This is an optimization exercise on Yosys and OpenROAD, whose aim is a short achievable clock period and few clock cycles, not a production implementation. Only simulation tests tie the RTL to the original design; equivalence was not proved. Power is estimated from default activity; no workload was simulated.

## config.mk

```make
export PLATFORM = sky130hd
export DESIGN_NAME = cpu8_core
export DESIGN_NICKNAME = cpu8_core
export VERILOG_FILES = /design/flow/design.v
export SDC_FILE = /design/flow/constraint.sdc
export NUM_CORES = 4
export LEC_CHECK = 0
export CAP_MARGIN = 35
export CORE_MARGIN = 2
export CORE_UTILIZATION = 40
export PLACE_DENSITY = 0.6
export SETUP_SLACK_MARGIN = 4
export SLEW_MARGIN = 20
export SYNTH_HIERARCHICAL = 1
export TNS_END_PERCENT = 100
```

## constraint.sdc

```tcl
create_clock -name core_clock -period 10.0 [get_ports {clk}]
set_input_delay 2.0000 -clock core_clock [delete_from_list [all_inputs] [get_ports {clk}]]
set_output_delay 2.0000 -clock core_clock [all_outputs]
set_load 0.01 [all_outputs]
```

## design.v

```verilog
module cpu8_dec (
    input  wire [7:0]  b0,
    input  wire [7:0]  b1,
    input  wire [7:0]  b2,
    input  wire        v0,
    input  wire        v1,
    input  wire        v2,
    output reg         fault,
    output reg  [2:0]  fkind,
    output reg         fopv,
    output reg  [2:0]  fsel,      
    output wire        halt,      
    output wire        len3,
    output wire [14:0] ty,        
    output wire [4:0]  rsel1,     
    output wire [4:0]  rsel2      
);
    localparam E_DECODE = 3'd1;
    localparam E_BOUNDS = 3'd2;
    wire legal  = (b0 <= 8'h0E) || (b0 == 8'h10);
    wire is_h   = (b0 == 8'h10);
    wire is_l3  = (b0 == 8'h00) || (b0 == 8'h01) || (b0 == 8'h02) ||
                  (b0 == 8'h04) || (b0 == 8'h06) ||
                  (b0 == 8'h09) || (b0 == 8'h0A) || (b0 == 8'h0B);
    wire is_rr  = (b0 == 8'h00) || (b0 == 8'h01) || (b0 == 8'h02) ||
                  (b0 == 8'h09) || (b0 == 8'h0A) || (b0 == 8'h0B);
    wire is_br  = (b0 == 8'h0D) || (b0 == 8'h0E);
    wire is_ls  = (b0 == 8'h04) || (b0 == 8'h06);
    wire s1ok   = (b1 >= 8'hF0) && (b1 <= 8'hF4);
    wire s2ok   = (b2 >= 8'hF0) && (b2 <= 8'hF4);
    always @(*) begin
        fault = 1'b1;
        fopv  = 1'b1;
        fkind = E_BOUNDS;
        fsel  = 3'd3;
        if (!v0) begin
            fopv = 1'b0;
            fsel = 3'd0;
        end else if (!legal) begin
            fkind = E_DECODE;
        end else if (is_h) begin
            fault = 1'b0;
        end else if (!v1) begin
            fsel = 3'd1;
        end else if (is_l3 && !v2) begin
            fsel = 3'd2;
        end else if (!is_br && !s1ok) begin
            fkind = E_DECODE;
            fsel  = 3'd4;
        end else if (is_rr && !s2ok) begin
            fkind = E_DECODE;
            fsel  = 3'd5;
        end else if (is_ls && (b2 > 8'd99)) begin
            fsel  = 3'd5;
        end else begin
            fault = 1'b0;
        end
    end
    assign halt = v0 && is_h;
    assign len3 = is_l3;
    genvar i;
    generate
        for (i = 0; i < 15; i = i + 1) begin : g_ty
            assign ty[i] = (b0 == i);
        end
        for (i = 0; i < 5; i = i + 1) begin : g_sel
            assign rsel1[i] = (b1[2:0] == i);
            assign rsel2[i] = (b2[2:0] == i);
        end
    endgenerate
endmodule
module cpu8_core (
    input  wire       clk,
    input  wire       rst,           
    input  wire       host_we,
    input  wire       host_sel,      
    input  wire [7:0] host_addr,
    input  wire [7:0] host_wdata,
    output wire [7:0] host_rdata,    
    input  wire       start,
    input  wire [5:0] prog_len,      
    output wire       in_req,
    input  wire       in_valid,
    input  wire       in_eof,
    input  wire [7:0] in_data,
    output wire [1:0] status,        
    output wire [2:0] err_kind,
    output wire [7:0] err_pc,
    output wire       err_op_valid,
    output wire [7:0] err_opcode,
    output wire [7:0] err_detail,
    output wire [7:0] pc_o,
    output wire [7:0] reg_a,
    output wire [7:0] reg_b,
    output wire [7:0] reg_c,
    output wire [7:0] reg_d,
    output wire [7:0] reg_e,
    output wire       flag_c,
    output wire       flag_z,
    output wire       flag_v,
    output wire       flag_n,
    output wire       ev_valid,
    output wire [7:0] ev_iaddr,
    output wire [7:0] ev_opcode
);
    localparam IMAGE_MAX    = 50;
    localparam MEM_SIZE     = 100;
    localparam SCRATCH_ADDR = 10;
    localparam S_IDLE   = 2'd0;
    localparam S_RUN    = 2'd1;
    localparam S_HALTED = 2'd2;
    localparam S_FAULTED= 2'd3;
    localparam E_INPUT  = 3'd4;
    localparam T_ADD = 0, T_SUB = 1, T_ADDC = 2, T_INC = 3, T_LOAD = 4,
               T_READ = 5, T_STORE = 6, T_SHL = 7, T_SHR = 8, T_AND = 9,
               T_OR = 10, T_XOR = 11, T_CPL = 12, T_BZ = 13, T_BC = 14;
    reg [1:0] st;
    reg [63:0] inb;           
    reg [7:0] pc;             
    reg [7:0] pcs;            
    reg [7:0] x [0:4];
    reg       fc, fz, fv, fn;
    reg [7:0] mem  [0:MEM_SIZE-1];
    reg [7:0] prog [0:IMAGE_MAX-1];
    reg [2:0] ekind;
    reg [7:0] epc, eop, edet;
    reg       eopv;
    reg       evv;
    reg [7:0] ev_pc, ev_op;
    reg        i_fault;
    reg [2:0]  i_fkind;
    reg        i_fopv;
    reg [2:0]  i_fsel;
    reg        i_halt;
    reg [14:0] i_ty;
    reg [4:0]  i_rs1, i_rs2;
    reg [7:0]  i_op, i_b1, i_b2;
    reg        i_ok3;         
    wire idle = (st == S_IDLE);
    wire run  = (st == S_RUN);
    wire [7:0] h0 = prog[0];
    wire [7:0] h1 = prog[1];
    wire [7:0] h2 = prog[2];
    reg        w012;
    wire        z_fault, z_fopv, z_halt, z_len3;
    wire [2:0]  z_fkind, z_fsel;
    wire [14:0] z_ty;
    wire [4:0]  z_rs1, z_rs2;
    cpu8_dec u_dec0 (
        .b0(h0), .b1(h1), .b2(h2),
        .v0(!start || prog_len > 6'd0), .v1(!start || prog_len > 6'd1),
        .v2(!start || prog_len > 6'd2),
        .fault(z_fault), .fkind(z_fkind), .fopv(z_fopv), .fsel(z_fsel),
        .halt(z_halt), .len3(z_len3), .ty(z_ty), .rsel1(z_rs1), .rsel2(z_rs2)
    );
    wire l_ge3  = (prog_len[5:2] != 4'd0) || (prog_len[1:0] == 2'd3);
    wire go0    = idle && start && i_ok3 && !w012 && l_ge3;
    wire taken = run && ((i_ty[T_BZ] && fz) || (i_ty[T_BC] && fc));
    wire [7:0] n_a = taken ? i_b1 : pcs;
    reg [7:0] b0, b1, b2;
    reg       v0, v1, v2;
    integer k;
    always @(*) begin
        b0 = 8'h00; b1 = 8'h00; b2 = 8'h00;
        v0 = 1'b0;  v1 = 1'b0;  v2 = 1'b0;
        for (k = 0; k < 64; k = k + 1) begin
            if (n_a[5:0] == k) begin
                if (k < IMAGE_MAX)     b0 = prog[k];
                if (k + 1 < IMAGE_MAX) b1 = prog[k+1];
                if (k + 2 < IMAGE_MAX) b2 = prog[k+2];
                if (k < IMAGE_MAX)     v0 = inb[k];
                if (k + 1 < IMAGE_MAX) v1 = inb[k+1];
                if (k + 2 < IMAGE_MAX) v2 = inb[k+2];
            end
        end
        if (n_a[7:6] != 2'b00) begin
            v0 = 1'b0; v1 = 1'b0; v2 = 1'b0;
        end
        if (idle) begin                      
            v0 = pcs[0] ? (prog_len > 6'd3) : (prog_len > 6'd2);
            v1 = pcs[0] ? (prog_len > 6'd4) : (prog_len > 6'd3);
            v2 = pcs[0] ? (prog_len > 6'd5) : (prog_len > 6'd4);
        end
    end
    wire        n_fault, n_fopv, n_halt, n_len3;
    wire [2:0]  n_fkind, n_fsel;
    wire [14:0] n_ty;
    wire [4:0]  n_rs1, n_rs2;
    cpu8_dec u_dec (
        .b0(b0), .b1(b1), .b2(b2), .v0(v0), .v1(v1), .v2(v2),
        .fault(n_fault), .fkind(n_fkind), .fopv(n_fopv), .fsel(n_fsel),
        .halt(n_halt), .len3(n_len3), .ty(n_ty), .rsel1(n_rs1), .rsel2(n_rs2)
    );
    wire [7:0] n_a2 = n_a + 8'd2;
    wire [7:0] n_a3 = n_a + 8'd3;
    reg [7:0] va, vb;
    always @(*) begin
        va = 8'h00;
        vb = 8'h00;
        for (k = 0; k < 5; k = k + 1) begin
            va = va | ({8{i_rs1[k]}} & x[k]);
            vb = vb | ({8{i_rs2[k]}} & x[k]);
        end
    end
    wire [7:0] vmem = (i_b2 < MEM_SIZE) ? mem[i_b2] : 8'h00;
    wire       sub   = i_ty[T_SUB];
    wire       vb_z  = (vb == 8'h00);
    wire [8:0] s9    = {1'b0, va} + {1'b0, vb ^ {8{sub}}} + {8'd0, sub};
    wire [7:0] sum_r = s9[7:0];
    wire       nb7   = sub ? (!vb_z && (!vb[7] || (vb[6:0] == 7'd0))) : vb[7];
    wire       sum_c = s9[8] && !(sub && vb_z);
    wire       sum_z = (sum_r == 8'h00);
    wire       sum_v = (va[7] == nb7) && (sum_r[7] != va[7]);
    wire       sum_n = sum_r[7];
    wire [7:0] sumc_r = va + vb + {7'd0, fc};
    reg [7:0] result;
    always @(*) begin
        result = ({8{i_ty[T_ADD] | i_ty[T_SUB]}} & sum_r)
               | ({8{i_ty[T_ADDC]}}  & sumc_r)
               | ({8{i_ty[T_INC]}}   & (va + 8'd1))
               | ({8{i_ty[T_LOAD]}}  & vmem)
               | ({8{i_ty[T_READ]}}  & in_data)
               | ({8{i_ty[T_SHL]}}   & {va[6:0], 1'b0})
               | ({8{i_ty[T_SHR]}}   & {1'b0, va[7:1]})
               | ({8{i_ty[T_AND]}}   & (va & vb))
               | ({8{i_ty[T_OR]}}    & (va | vb))
               | ({8{i_ty[T_XOR]}}   & (va ^ vb))
               | ({8{i_ty[T_CPL]}}   & ~va);
    end
    wire is_arith  = i_ty[T_ADD] | i_ty[T_SUB] | i_ty[T_ADDC];
    wire wr_reg_nr = is_arith | i_ty[T_INC] | i_ty[T_LOAD] |
                     i_ty[T_SHL] | i_ty[T_SHR] | i_ty[T_AND] | i_ty[T_OR] |
                     i_ty[T_XOR] | i_ty[T_CPL];
    wire rd_ok    = run && !i_fault && i_ty[T_READ];
    wire in_fault = rd_ok && !in_valid && in_eof;
    wire adv_run  = run && !i_fault && !i_halt;            
    wire adv_nr   = adv_run || go0;
    wire adv      = adv_nr && (!i_ty[T_READ] || in_valid);
    assign in_req = rd_ok;
    reg [7:0] d_det;
    always @(*) begin
        case (i_fsel)
            3'd0:    d_det = pc;
            3'd1:    d_det = pc + 8'd1;
            3'd2:    d_det = pc + 8'd2;
            3'd3:    d_det = i_op;
            3'd4:    d_det = i_b1;
            default: d_det = i_b2;
        endcase
    end
    integer i;
    always @(posedge clk) begin
        if (rst) begin
            st    <= S_IDLE;
            pc    <= 8'd0;
            pcs   <= 8'd0;
            i_ok3 <= 1'b0;
            w012  <= 1'b1;
            fc    <= 1'b0;
            fz    <= 1'b0;
            fv    <= 1'b0;
            fn    <= 1'b0;
            ekind <= 3'd0;
            epc   <= 8'd0;
            eop   <= 8'd0;
            eopv  <= 1'b0;
            edet  <= 8'd0;
            evv   <= 1'b0;
            ev_pc <= 8'd0;
            ev_op <= 8'd0;
            for (i = 0; i < 5; i = i + 1)
                x[i] <= 8'd0;
            for (i = 0; i < MEM_SIZE; i = i + 1)
                mem[i] <= 8'd0;
        end else begin
            evv <= 1'b0;
            if (idle && host_we) begin
                if (host_sel && host_addr < IMAGE_MAX)
                    prog[host_addr] <= host_wdata;
                if (!host_sel && host_addr < MEM_SIZE)
                    mem[host_addr] <= host_wdata;
            end
            if (idle && start) begin
                for (i = 0; i < 64; i = i + 1)
                    inb[i] <= (i < prog_len);
                st <= S_RUN;
            end
            if (adv) begin
                i_fault <= n_fault;
                i_fkind <= n_fkind;
                i_fopv  <= n_fopv;
                i_fsel  <= n_fsel;
                i_halt  <= n_halt;
                i_ty    <= n_ty;
                i_rs1   <= n_rs1;
                i_rs2   <= n_rs2;
                i_op    <= b0;
                i_b1    <= b1;
                i_b2    <= b2;
                pc      <= n_a;
                pcs     <= n_len3 ? n_a3 : n_a2;
            end else if (idle) begin
                i_fault <= z_fault;
                i_fkind <= z_fkind;
                i_fopv  <= z_fopv;
                i_fsel  <= z_fsel;
                i_halt  <= z_halt;
                i_ty    <= z_ty;
                i_rs1   <= z_rs1;
                i_rs2   <= z_rs2;
                i_op    <= h0;
                i_b1    <= h1;
                i_b2    <= h2;
                w012    <= host_we && host_sel && (host_addr < 8'd3);
                i_ok3   <= !z_fault && !z_halt && !z_ty[T_READ] && !z_ty[T_STORE] &&
                           !z_ty[T_ADD] && !z_ty[T_SUB] && !z_ty[T_ADDC];
                pc      <= 8'd0;
                pcs     <= z_len3 ? 8'd3 : 8'd2;
            end
            if (run) begin
                if (i_fault) begin
                    st    <= S_FAULTED;
                    ekind <= i_fkind;
                    epc   <= pc;
                    eopv  <= i_fopv;
                    eop   <= i_fopv ? i_op : 8'd0;
                    edet  <= d_det;
                end else if (i_halt) begin
                    st    <= S_HALTED;
                    evv   <= 1'b1;
                    ev_pc <= pc;
                    ev_op <= i_op;
                end else if (in_fault) begin
                    st    <= S_FAULTED;
                    ekind <= E_INPUT;
                    epc   <= pc;
                    eopv  <= 1'b1;
                    eop   <= i_op;
                    edet  <= 8'd0;
                end
            end
            if (adv_nr) begin
                for (i = 0; i < 5; i = i + 1)
                    if (i_rs1[i] && (wr_reg_nr || (i_ty[T_READ] && in_valid)))
                        x[i] <= result;
            end
            if (adv_run) begin
                if (i_ty[T_STORE])
                    mem[i_b2] <= va;
                if (is_arith) begin
                    mem[SCRATCH_ADDR] <= sum_r;
                    fc <= sum_c;
                    fz <= sum_z;
                    fv <= sum_v;
                    fn <= sum_n;
                end
            end
            if (adv) begin
                evv   <= 1'b1;
                ev_pc <= pc;
                ev_op <= i_op;
            end
        end
    end
    wire [3:0] hp1n, hp2n;
    wire [7:0] hp3n;
    wire [99:0] hs;
    wire [7:0] ht [0:47];
    wire [7:0] hu [0:11];
    wire [7:0] hw [0:3];
    cpu8_hpre u_hpre (.a(host_addr), .p1n(hp1n), .p2n(hp2n), .p3n(hp3n));
    genvar gh;
    generate
        for (gh = 0; gh < MEM_SIZE; gh = gh + 1) begin : g_hs
            cpu8_hsel u_s (.a(hp1n[gh % 4]), .b(hp2n[(gh / 4) % 4]), .c(hp3n[gh / 16]),
                           .y(hs[gh]));
        end
        for (gh = 0; gh < 44; gh = gh + 1) begin : g_ht
            cpu8_hl1 u_t (.s0(hs[2*gh]), .s1(hs[2*gh+1]), .d0(mem[2*gh]), .d1(mem[2*gh+1]),
                          .y(ht[gh]));
        end
        for (gh = 0; gh < 4; gh = gh + 1) begin : g_ht3
            cpu8_hl1c u_t (.s0(hs[88+3*gh]), .s1(hs[89+3*gh]), .s2(hs[90+3*gh]),
                           .d0(mem[88+3*gh]), .d1(mem[89+3*gh]), .d2(mem[90+3*gh]),
                           .y(ht[44+gh]));
        end
        for (gh = 0; gh < 12; gh = gh + 1) begin : g_hu
            cpu8_hl2 u_u (.a(ht[4*gh]), .b(ht[4*gh+1]), .c(ht[4*gh+2]), .d(ht[4*gh+3]),
                          .y(hu[gh]));
        end
        for (gh = 0; gh < 2; gh = gh + 1) begin : g_hw
            cpu8_hl3c u_w (.a(hu[3*gh]), .b(hu[3*gh+1]), .c(hu[3*gh+2]), .y(hw[gh]));
        end
    endgenerate
    cpu8_hl3d u_w2 (.a(hu[6]), .b(hu[7]), .c(hu[8]), .d(hu[9]), .y(hw[2]));
    cpu8_hl3b u_w3 (.a(hu[10]), .b(hu[11]), .y(hw[3]));
    cpu8_hl2  u_out (.a(hw[0]), .b(hw[1]), .c(hw[2]), .d(hw[3]), .y(host_rdata));
    assign status       = st;
    assign err_kind     = ekind;
    assign err_pc       = epc;
    assign err_op_valid = eopv;
    assign err_opcode   = eop;
    assign err_detail   = edet;
    assign pc_o   = pc;
    assign reg_a  = x[0];
    assign reg_b  = x[1];
    assign reg_c  = x[2];
    assign reg_d  = x[3];
    assign reg_e  = x[4];
    assign flag_c = fc;
    assign flag_z = fz;
    assign flag_v = fv;
    assign flag_n = fn;
    assign ev_valid  = evv;
    assign ev_iaddr  = ev_pc;
    assign ev_opcode = ev_op;
endmodule
module cpu8_hpre (
    input  wire [7:0] a,
    output wire [3:0] p1n,
    output wire [3:0] p2n,
    output wire [7:0] p3n
);
    genvar i;
    generate
        for (i = 0; i < 4; i = i + 1) begin : g_p12
            assign p1n[i] = !((a[1:0] == i) && !a[7]);
            assign p2n[i] = !(a[3:2] == i);
        end
        for (i = 0; i < 8; i = i + 1) begin : g_p3
            assign p3n[i] = !(a[6:4] == i);
        end
    endgenerate
endmodule
module cpu8_hsel (input wire a, input wire b, input wire c, output wire y);
    assign y = !(a || b || c);
endmodule
module cpu8_hl1 (
    input  wire       s0,
    input  wire       s1,
    input  wire [7:0] d0,
    input  wire [7:0] d1,
    output wire [7:0] y
);
    assign y = ~(({8{s0}} & d0) | ({8{s1}} & d1));
endmodule
module cpu8_hl2 (
    input  wire [7:0] a, b, c, d,
    output wire [7:0] y
);
    assign y = ~(a & b & c & d);
endmodule
module cpu8_hl1c (
    input  wire       s0,
    input  wire       s1,
    input  wire       s2,
    input  wire [7:0] d0,
    input  wire [7:0] d1,
    input  wire [7:0] d2,
    output wire [7:0] y
);
    assign y = ~(({8{s0}} & d0) | ({8{s1}} & d1) | ({8{s2}} & d2));
endmodule
module cpu8_hl3c (
    input  wire [7:0] a, b, c,
    output wire [7:0] y
);
    assign y = ~(a | b | c);
endmodule
module cpu8_hl3d (
    input  wire [7:0] a, b, c, d,
    output wire [7:0] y
);
    assign y = ~(a | b | c | d);
endmodule
module cpu8_hl3b (
    input  wire [7:0] a, b,
    output wire [7:0] y
);
    assign y = ~(a | b);
endmodule
```

## run.sh

```bash
#!/bin/bash
# synth_recipe.tcl (not shown) runs the flow's synth.tcl, then flattens the netlist and writes it again
# the make line also repeats each setting of config.mk as NAME=value (left out here)
make -C /OpenROAD-flow-scripts/flow DESIGN_CONFIG=/design/flow/config.mk WORK_HOME=/design/flow/orfs CLKGATE_MAP_FILE= SYNTH_SCRIPT=/design/flow/synth_recipe.tcl finish
```

==> flow_summary.yaml <==
finish:
  drive_gt1_frac: 0.2413
  design_area_um2: 104100
  nFillCells: 20126
  multi_input_area_um2: 39590
  fin_nets: 7663
  ff_latch_area_um2: 48350
  areaGrowthSynthToFinish_pct: 15.52
critical_path:
  worstPathArrival_ns: 4.38
  crit_chain: "buf_12, or3b_4, buf_12, buf_12, nor3_4, buf_12, buf_4, a22oi_2, nand4_1, nor3_4, nand4_1, buf_2"
  critical_path_class: "in2out"
  critPathSlowestCell: "nor3_4"
  end_kind: "primary output"
  crit_path_max_fanout: 8
  worstPathRequired_ns: 8.00
  slowest_delay_ns: 0.45
  crit_top_cell: "buf_12"
  start_kind: "input pin"
synthesis:
  ys_warn_count: 10
  netlist_instances: 7391
  post_synth_instance_area_um2: 90160
  synth_nets: 7459
  syn_area_per_cell_um2: 12.20
clock_network:
  cts_buffers: 176
  root_buffer: "clkbuf_16"
  clk_pin_slew_ns: 0.06
  postCtsHoldBufs: 0
  cts_tree: "done"
  cts_sinks: 1648
  htree_levels: 4
  cts.path.max_buffers: 3
  insertion_delay_ns: 0.88
drt:
  initialDrtViolationCount: 13191
  wl_um: 406200
  firstDrtPassIters: 10
  wl_per_cell_um: 37.77
  via_count: 74103
  drc: 0
  drtAntennaViolNets: 0
  via_per_inst: 6.891
power:
  p_sw_uw: 4333
  pwr-share-comb: 0.104
  intPower_uw: 12020
  cellPowerDensity_nw_per_um2: 157.0
  max-vdd-ir-drop_v: 0.0001690
  power_frac_seq: 0.483
  clkPwrFrac: 0.414
  sw_frac_of_total: 0.2649
  power_uw: 16360
  p_leak_uw: 0.03646
place:
  dp.final_hpwl_um: 294000
  placed_area_um2: 94180
  port_buffers: 144
  gp_congestion: 1.064
status:
  outcome: "timing/DRC/antenna clean"
timing:
  clock_skew_ns: 0.07200
  worst_pin_slew_ns: 1.162
  rsz0062_at_grt: "yes"
  hold_viol: 0
  layout_min_cycle_time_ns: 6.382
  setup_viol: 0
  max-slew-margin-rel: 0.2235
  post-route-period-util: 0.6382
  timing.setup.tns_ns: 0
  max_freq_mhz: 156.7
  slew_viol_final: 0
die:
  initial_utilization: 0.4017
  fp.dieW_um: 478.8
  die-area_um2: 229200
  num_rows: 174
  dieHeight_um: 478.8
  coreArea_um2: 224500
  ios: 145
grt:
  overflow: 0
  first_global_vias: 68898
  antenna_found_initial: 31
  grt_max_degree: 119
  grt_usage: 0.3446
  grt_pass1_wl_um: 560500
min_path:
  hold_class: "reg2reg"
run:
  maxCapViolations: 0
[cells in the final DEF, fill, tap and decap left out, drive strengths merged, types with 84 or more instances in the layout]
cell	instances
nor3	186
nand3	102
a21oi	231
o22ai	169
buf	509
clkbuf	211
a22oi	521
nand2b	148
nand2	485
inv	84
clkdlybuf4s50	119
mux4	336
edfxtp	1532
a222oi	88
o21ai	217
nor2	1221
a211oi	99
dfxtp	116
nand4	157
[through the flow]
stage	cells	hold slack [ns]	util	setup slack (ns)
final	10754	0.4554	0.4640	3.618
after global routing	10737	0.4698	0.4638	3.613
after CTS	10670	0.4561	0.4600	3.723
after detailed placement	10147	0.4457	0.4196	1.617
after global placement	10109	0.4406	0.4181	1.703
after floorplan	7391	0.4271	-	4.130
[power groups by stage]
stage               clock network (uW)  logic, uW  registers (uW)
floorplan                            0        898            7900
global placement                     0       1520            8040
detailed placement                   0       1540            8030
CTS                               6810       1630            7890
global route                      7070       1710            7900
finish                            6770       1690            7900
[state kept, by name, summed over array words and instances, names as in the netlist, 15 cells and up, named ones only]
name and flops:
prog 400, inb 50, x 40, mem 1024, i_ty 15
[critical path, delay by kind of cell]
family / cells / cell delay [ns]
simple gates: 5 / 1.29
buf+inv: 6 / 0.89
compound gates: 1 / 0.17
[area by class of cell]
cell class              count  share of cell area
multi-input cells        5059              0.3801
repair buffers            632             0.05933
well taps                2992             0.03595
clock buffers             207             0.04440
inverters                  78            0.002811
diodes                     20           0.0004806
flip-flops and latches   1648              0.4642
clock inverters           118             0.01272
[final timing paths]
kind                      from       endpoint  slack, ns  cells after the start
setup / recovery  host_addr[1]  host_rdata[2]       3.62                     12
hold / removal          eop[4]         eop[4]       0.46                      2
setup reg to reg       i_b1[0]     i_fkind[1]       3.91                     16
hold reg to reg         eop[4]         eop[4]       0.46                      2
[metal layers]
layer,part of all wire,track usage,vias to the layer above
li1,-,-,29714
met1,0.37,0.4454,37482
met2,0.44,0.5209,5648
met3,0.11,0.08675,1245
met4,0.077,0.2113,14
met5,0.00021,0,-
[timing repair]
| item | in CTS | in global routing |
|---|---|---|
| gates cloned | 8 | 2 |
| buffers inserted | 190 | 43 |
| pin swaps | 129 | 47 |
| endpoints found under the setup margin | 35 | 26 |
| gates resized for setup | 315 | 67 |
Testbench counts, summed over its fixed seeds: cycles 11,748.

==> re-timing with driven ports <==
Ports are ideal in the flow. The routed layout listed here was re-timed in OpenROAD.
Step 1: set_driving_cell puts a clkbuf_16 on clk and a buf_2 on each other input, an assumption about the parent block.
Step 2, shift: input delay + t, output delay - t, t = (earliest + latest rising clock arrival at the registers) / 2. This alone moves slack from input paths to output paths.
Three values: no drivers, after step 1, after step 2; two values: the first two.
t (ns): 0.926
setup slack, ns: 3.618 / 3.541 / 3.541
hold WS [ns]: 0.455 / 0.455 / 0.455
After both steps this run still meets setup and hold. For this run, drivers alone change the setup slack by -0.077 ns; drivers and shift together by -0.077 ns.
